Source: an optimization exercise on an open RTL-to-GDS flow (aim: small area, a short achievable clock period and few clock cycles per item). Production flows keep margins and buffers that such runs may drop. In this exercise RTL edits were held to simulation tests only and were not proved equivalent to the original. Power is estimated from default activity; no workload was simulated.

==> run A: inputs <==
Design can_frame_parser, start of the top module:
module can_frame_parser (
    input  wire        clk,
    input  wire        rst,
    input  wire        in_valid,
    output wire        in_ready,
    input  wire [10:0] in_id,
    input  wire [3:0]  in_dlc,
    input  wire [63:0] in_data,
    output wire        rd_valid,
    input  wire        rd_ready,
    output wire        rd_last,
    output wire [7:0]  rd_field,
    output reg  [1:0]  rd_kind,
    output wire [16:0] rd_raw,
    output reg  [1:0]  rd_scale,
    output wire [55:0] rd_text,
    output wire [2:0]  rd_textlen,
    output wire        tx_valid,
    output wire [10:0] tx_id,
    output wire [3:0]  tx_dlc,
    output wire [63:0] tx_data,
    output wire        done,
    output reg  [5:0]  fault_bits,
    output wire [15:0] fault_count
);
export LEC_CHECK = 0
export CAP_MARGIN = 20
export CORE_MARGIN = 2
export CORE_UTILIZATION = 35
export CTS_BUF_LIST = sky130_fd_sc_hd__clkbuf_8
export CTS_CLUSTER_DIAMETER = 150
export CTS_CLUSTER_SIZE = 40
export PLACE_DENSITY = 0.6
export SETUP_SLACK_MARGIN = 2.0
export SLEW_MARGIN = 20
create_clock -name core_clock -period 6.0 [get_ports {clk}]
standard.sh (not shown) runs the stock make flow with config.mk's settings and CLKGATE_MAP_FILE= SYNTH_SCRIPT=/design/flow/synth_recipe.tcl, a recipe that flattens the netlist after the stock synthesis.
==> flow/flow/run.sh <==
#!/bin/bash
# Standard ORFS layout with fast port buffers and free cell resizing:
#  - ports are buffered with buf_2 instead of the default delay-buffer cell
#  - the resizer may swap a cell for any cell of the same function
#    (MATCH_CELL_FOOTPRINT=0), not only same-footprint ones.
set -euo pipefail
bash standard.sh MATCH_CELL_FOOTPRINT=0 \
  "BUFFER_PORTS_ARGS=-buffer_cell sky130_fd_sc_hd__buf_2" \
  finish > standard.log 2>&1
==> run P: changes against run A <==
--- a/flow/design.v
+++ b/flow/design.v
@@ -46,13 +46,23 @@
     reg        cst;            
     reg [2:0]  tlen;
     reg [55:0] dat;            
     wire [7:0] d1 = dat[7:0],   d2 = dat[15:8],  d3 = dat[23:16], d4 = dat[31:24];
     wire [7:0] d5 = dat[39:32], d6 = dat[47:40], d7 = dat[55:48];
     localparam [1:0] H_NEXT = 2'd0, H_ZERO = 2'd2, H_SEXT = 2'd3;
-    function [23:0] desc(input [4:0] plan, input [2:0] idx);
+    function [21:0] enc(input [1:0] kd, input [1:0] sc, input [2:0] k, input [1:0] hm,
+                        input sgn, input bitm);
+        reg [6:0] ls;
+        reg [7:0] hs;
+    begin
+        ls = (k == 3'd0) ? 7'd1 : (7'd1 << (k - 3'd1));
+        hs = (hm == H_NEXT) ? (8'd1 << k) : 8'd0;
+        enc = {kd, sc, ls, bitm, hs, hm == H_SEXT, sgn};
+    end
+    endfunction
+    function [29:0] desc(input [4:0] plan, input [2:0] idx);
         reg [2:0] k;
         reg [1:0] hm;
         reg       sgn;      
         reg       bitm;     
         reg [7:0] fbase;
         reg [1:0] kd, sc;
@@ -127,16 +137,16 @@
                     3'd0, 3'd1: begin sgn = 1'b1; sc = 2'd2; end
                     3'd5:       hm = H_ZERO;
                     default:    ;
                 endcase
             end
         endcase
-        desc = {fbase + {5'd0, idx}, kd, sc, 8'd1 << k, hm, sgn, bitm};
+        desc = {fbase + {5'd0, idx}, enc(kd, sc, k, hm, sgn, bitm)};
     end
     endfunction
-    function [15:0] descf(input [7:0] f);
+    function [21:0] descf(input [7:0] f);
         reg [2:0] k;
         reg [1:0] hm, kd, sc;
         reg       sgn, bitm;
     begin
         k    = 3'd2;
         hm   = H_NEXT;
@@ -163,13 +173,13 @@
             8'h2A: begin k = 3'd6; hm = H_ZERO; sc = 2'd0; sgn = 1'b0; end
             8'h2B: begin k = 3'd7; hm = H_ZERO; sc = 2'd0; sgn = 1'b0; end
             8'h2D: begin k = 3'd2; sgn = 1'b0; end              
             8'h2F: begin k = 3'd2; sc = 2'd3; sgn = 1'b0; end   
             default: ;
         endcase
-        descf = {kd, sc, 8'd1 << k, hm, sgn, bitm};
+        descf = enc(kd, sc, k, hm, sgn, bitm);
     end
     endfunction
     function flast(input [7:0] f);
         case (f)
             8'h02, 8'h05, 8'h0C, 8'h11, 8'h21, 8'h23, 8'h26, 8'h2B, 8'h2D, 8'h2F:
                 flast = 1'b1;
@@ -217,13 +227,13 @@
                 4'd14: begin c_plan = P_C14; c_min = 4'b0010; c_last = 1'b1; end
                 default: ;
             endcase
             default: ;
         endcase
     end
-    wire [23:0] c_desc    = desc(c_plan, c_idx);
+    wire [29:0] c_desc    = desc(c_plan, c_idx);
     wire [3:0]  line_inc  = (line == 4'd15) ? line : line + 4'd1;
     wire [7:0] i0 = in_data[7:0], i1 = in_data[15:8], i2 = in_data[23:16], i3 = in_data[31:24];
     wire       dge1 = in_dlc >= 4'd1, dge3 = in_dlc >= 4'd3, dge4 = in_dlc >= 4'd4;
     wire       dge5 = in_dlc >= 4'd5, dge6 = in_dlc >= 4'd6, dge7 = in_dlc >= 4'd7;
     wire       dok  = in_dlc <= 4'd8;
     wire id282 = in_id == 11'h282, id381 = in_id == 11'h381;
@@ -270,18 +280,18 @@
     wire        c_rd    = c_ok && (c_plan != P_NONE);
     wire        has_rd  = c282 || c381 || c382 || c481 || os_ok || c_rd;
     wire        f_last  = c382 || os_ok || (c_rd && c_last);
     wire [4:0]  os_plan = P_OS0 + {2'd0, t_idx};
     wire        q_os    = idfam && i0[7:4] == 4'h4;
     wire        q_cont  = idfam && (i0 == 8'h00 || i0 == 8'h10);
-    wire [23:0] f_desc  = ({24{id282}} & desc(P_282, 3'd0)) |
-                          ({24{id381}} & desc(P_381, 3'd0)) |
-                          ({24{id382}} & desc(P_382, 3'd0)) |
-                          ({24{id481}} & desc(P_481, idx481)) |
-                          ({24{q_os}}  & desc(os_plan, 3'd0)) |
-                          ({24{q_cont}} & c_desc);
+    wire [29:0] f_desc  = ({30{id282}} & desc(P_282, 3'd0)) |
+                          ({30{id381}} & desc(P_381, 3'd0)) |
+                          ({30{id382}} & desc(P_382, 3'd0)) |
+                          ({30{id481}} & desc(P_481, idx481)) |
+                          ({30{q_os}}  & desc(os_plan, 3'd0)) |
+                          ({30{q_cont}} & c_desc);
     wire       n_tx    = id_st && ((pre && pre_c) || (cont && upload && !c_short));
     wire [1:0] n_code  = pre ? 2'd0 : (i0[4] ? 2'd2 : 2'd1);
     wire       n_cst   = c_ok && c_cst;
     wire       u_band  = band && !os_short;
     wire       u_off   = id_st && dok && !cont && !os_short;
     reg [2:0] n_tlen;
@@ -296,57 +306,54 @@
     assign done     = zd || (eml && rd_ready);
     assign in_ready = (!em && !eml) || (eml && rd_ready);
     wire   ce       = !em || (eml && rd_ready);
     wire   take     = in_valid && ce && !rst;
     wire        skip    = rd_field == 8'h07 && skip1;
     wire [7:0]  fld_nx  = {2'b00, rd_field[5:0] + {4'd0, skip, !skip}};
-    wire [23:0] desc_nx = {fld_nx, descf(fld_nx)};
-    reg [7:0] r_k;        
+    wire [29:0] desc_nx = {fld_nx, descf(fld_nx)};
+    reg [6:0] r_ls;       
+    reg [7:0] r_hs;       
+    reg       r_hx;       
+    reg       r_sgn, r_bitm;
     reg       r_f7;       
     reg [5:0] r_f;        
     assign rd_field = {r_f7, 1'b0, r_f};
-    reg [1:0] r_hm;
-    reg       r_sgn, r_bitm;
     reg [7:0] lo_b, hi_b, lo, hi;
     always @* begin
-        lo_b = ({8{r_k[0] | r_k[1]}} & d1) | ({8{r_k[2]}} & d2) | ({8{r_k[3]}} & d3) |
-               ({8{r_k[4]}} & d4) | ({8{r_k[5]}} & d5) | ({8{r_k[6]}} & d6) |
-               ({8{r_k[7]}} & d7);
-        hi_b = ({8{r_k[0]}} & carry_byte) | ({8{r_k[1]}} & d2) | ({8{r_k[2]}} & d3) |
-               ({8{r_k[3]}} & d4) | ({8{r_k[4]}} & d5) | ({8{r_k[5]}} & d6) |
-               ({8{r_k[6]}} & d7) | ({8{r_k[7]}} & d1);
-        lo = r_bitm ? {7'd0, lo_b[0]} : lo_b;
-        case (r_hm)
-            H_ZERO:  hi = 8'd0;
-            H_SEXT:  hi = {8{lo[7]}};
-            default: hi = hi_b;
-        endcase
+        lo_b = ({8{r_ls[0]}} & d1) | ({8{r_ls[1]}} & d2) | ({8{r_ls[2]}} & d3) |
+               ({8{r_ls[3]}} & d4) | ({8{r_ls[4]}} & d5) | ({8{r_ls[5]}} & d6) |
+               ({8{r_ls[6]}} & d7);
+        hi_b = ({8{r_hs[0]}} & carry_byte) | ({8{r_hs[1]}} & d2) | ({8{r_hs[2]}} & d3) |
+               ({8{r_hs[3]}} & d4) | ({8{r_hs[4]}} & d5) | ({8{r_hs[5]}} & d6) |
+               ({8{r_hs[6]}} & d7) | ({8{r_hs[7]}} & d1);
+        lo = {lo_b[7:1] & {7{!r_bitm}}, lo_b[0]};
+        hi = hi_b | {8{r_hx & lo[7]}};
     end
     assign rd_raw     = {r_sgn & hi[7], hi, lo};
     assign rd_text    = dat;
     assign rd_textlen = tlen;
     assign tx_valid = txp;
     assign tx_id    = 11'h241;
     assign tx_dlc   = 4'd8;
     assign tx_data  = {56'd0, 6'b101000, tx_code};
     wire single = id282 || id381 || id481;
     always @(posedge clk) begin
         if (ce) begin
             skip1      <= id481 && lk1;
-            {r_f7, r_f} <= {f_desc[23], f_desc[21:16]};
-            {rd_kind, rd_scale, r_k, r_hm, r_sgn, r_bitm} <= f_desc[15:0];
+            {r_f7, r_f} <= {f_desc[29], f_desc[27:22]};
+            {rd_kind, rd_scale, r_ls, r_bitm, r_hs, r_hx, r_sgn} <= f_desc[21:0];
             tx_code    <= n_code;
             cst        <= n_cst;
             tlen       <= n_tlen;
             fault_bits <= fbits;
             dat        <= {single ? i0 : in_data[63:56], in_data[55:25],
                            id481 ? in_data[52] : in_data[24], in_data[23:17],
                            id481 ? in_data[41] : in_data[16], in_data[15:8]};
         end else if (rd_ready) begin
-            {r_f7, r_f} <= {desc_nx[23], desc_nx[21:16]};
-            {rd_kind, rd_scale, r_k, r_hm, r_sgn, r_bitm} <= desc_nx[15:0];
+            {r_f7, r_f} <= {desc_nx[29], desc_nx[27:22]};
+            {rd_kind, rd_scale, r_ls, r_bitm, r_hs, r_hx, r_sgn} <= desc_nx[21:0];
         end
         if (done && cst) carry_byte <= d7;
         if (rst) begin
             em          <= 1'b0;
             zd          <= 1'b0;
             eml         <= 1'b0;
==> flow/flow/run.sh (replaced) <==
#!/bin/bash
# Standard ORFS layout with fast port buffers and free cell resizing:
#  - ports are buffered with buf_1 instead of the default delay-buffer cell
#  - the resizer may swap a cell for any cell of the same function
#    (MATCH_CELL_FOOTPRINT=0), not only same-footprint ones.
set -euo pipefail
bash standard.sh MATCH_CELL_FOOTPRINT=0 \
  "BUFFER_PORTS_ARGS=-buffer_cell sky130_fd_sc_hd__buf_1" \
  finish > standard.log 2>&1
CTS_BUF_LIST = default   (was sky130_fd_sc_hd__clkbuf_8)
CTS_CLUSTER_DIAMETER = default   (was 150)
CTS_CLUSTER_SIZE = default   (was 40)
==> run summary <==
| metric | run A | run P |
|---|---|---|
| Status | no timing/DRC/antenna violations | no timing/DRC/antenna violations |
| Multi-input gate share of total cell area | 45.2% | 45.4% |
| Power dissipated by switching net loads | 575 uW | 602 uW |
| Largest fanout on the critical path | 16 | 8 |
| Core area | 0.0243 mm^2 | 0.0253 mm^2 |
| Number of antenna repair diodes | 1 | 2 |
| Worst Setup Slack post-DPL | 1.55 ns | 1.75 ns |
| Sequential cell count of the final layout | 128 | 134 |
| Seq. cell area | 0.00356 mm^2 | 0.00374 mm^2 |
| Dpl cells | 1395 | 1400 |
| Effective utilization at floorplan | 35.7% | 35.8% |
| Area fraction in compound gates after synthesis | 20.9% | 21.6% |
| Xor and xnor area share after synthesis | 2.32% | 1.73% |
| Die Ht | 161 um | 165 um |
| CTS clk-pin slew, worst paths | 0.10 ns | 0.07 ns |
| Logic pwr share | 8.9% | 6.8% |
| Tightest slew margin relative to the limit | 28.9% | 31.4% |
| Worst-case clock skew | 0.0207 ns | 0.0123 ns |
| Area taken by multi-input logic gates | 0.00459 mm^2 | 0.00470 mm^2 |
| Post-synthesis area per instance | 9.46 um^2 | 9.85 um^2 |
| Clock latency on the worst-skew pair | 0.47 ns | 0.43 ns |
| Via Count | 8163 | 8140 |
Testbench counts of run A, summed over its fixed seeds: cycles 35,159, frames 20,000.
Testbench counts of run P, summed over its fixed seeds: cycles 35,159, frames 20,000.

## re-timing with driven ports
The results above use ideal ports. As a check the final layouts listed here were re-extracted and re-timed, cells and wires unchanged.
Step 1, drivers: a clkbuf_16 drives clk and a buf_2 each remaining input, both assumed.
Step 2 moves the port delays by t, midway between the first and last clock arrival at a register: inputs arrive t later, outputs are due t later. That takes back most of the time a late clock gives input paths.
Three values: no drivers, after step 1, after step 2; two values: the first two.
| run | shift t [ns] | slack for setup (ns) | latest minus earliest clock arrival (ns) | worst register clock-pin slew, ns | pins driven straight from the clock port |
|---|---|---|---|---|---|
| run A | 0.502 | 2.124 / 2.081 / 1.810 | 0.021 / 0.021 | 0.10 / 0.10 | 1 |
| run P | 0.469 | 2.350 / 2.302 / 1.893 | 0.015 / 0.015 | 0.07 / 0.07 | 1 |
After both steps every run listed still meets setup and hold. For run P, which loses most, drivers alone change the setup slack by -0.048 ns; drivers and shift together by -0.457 ns.
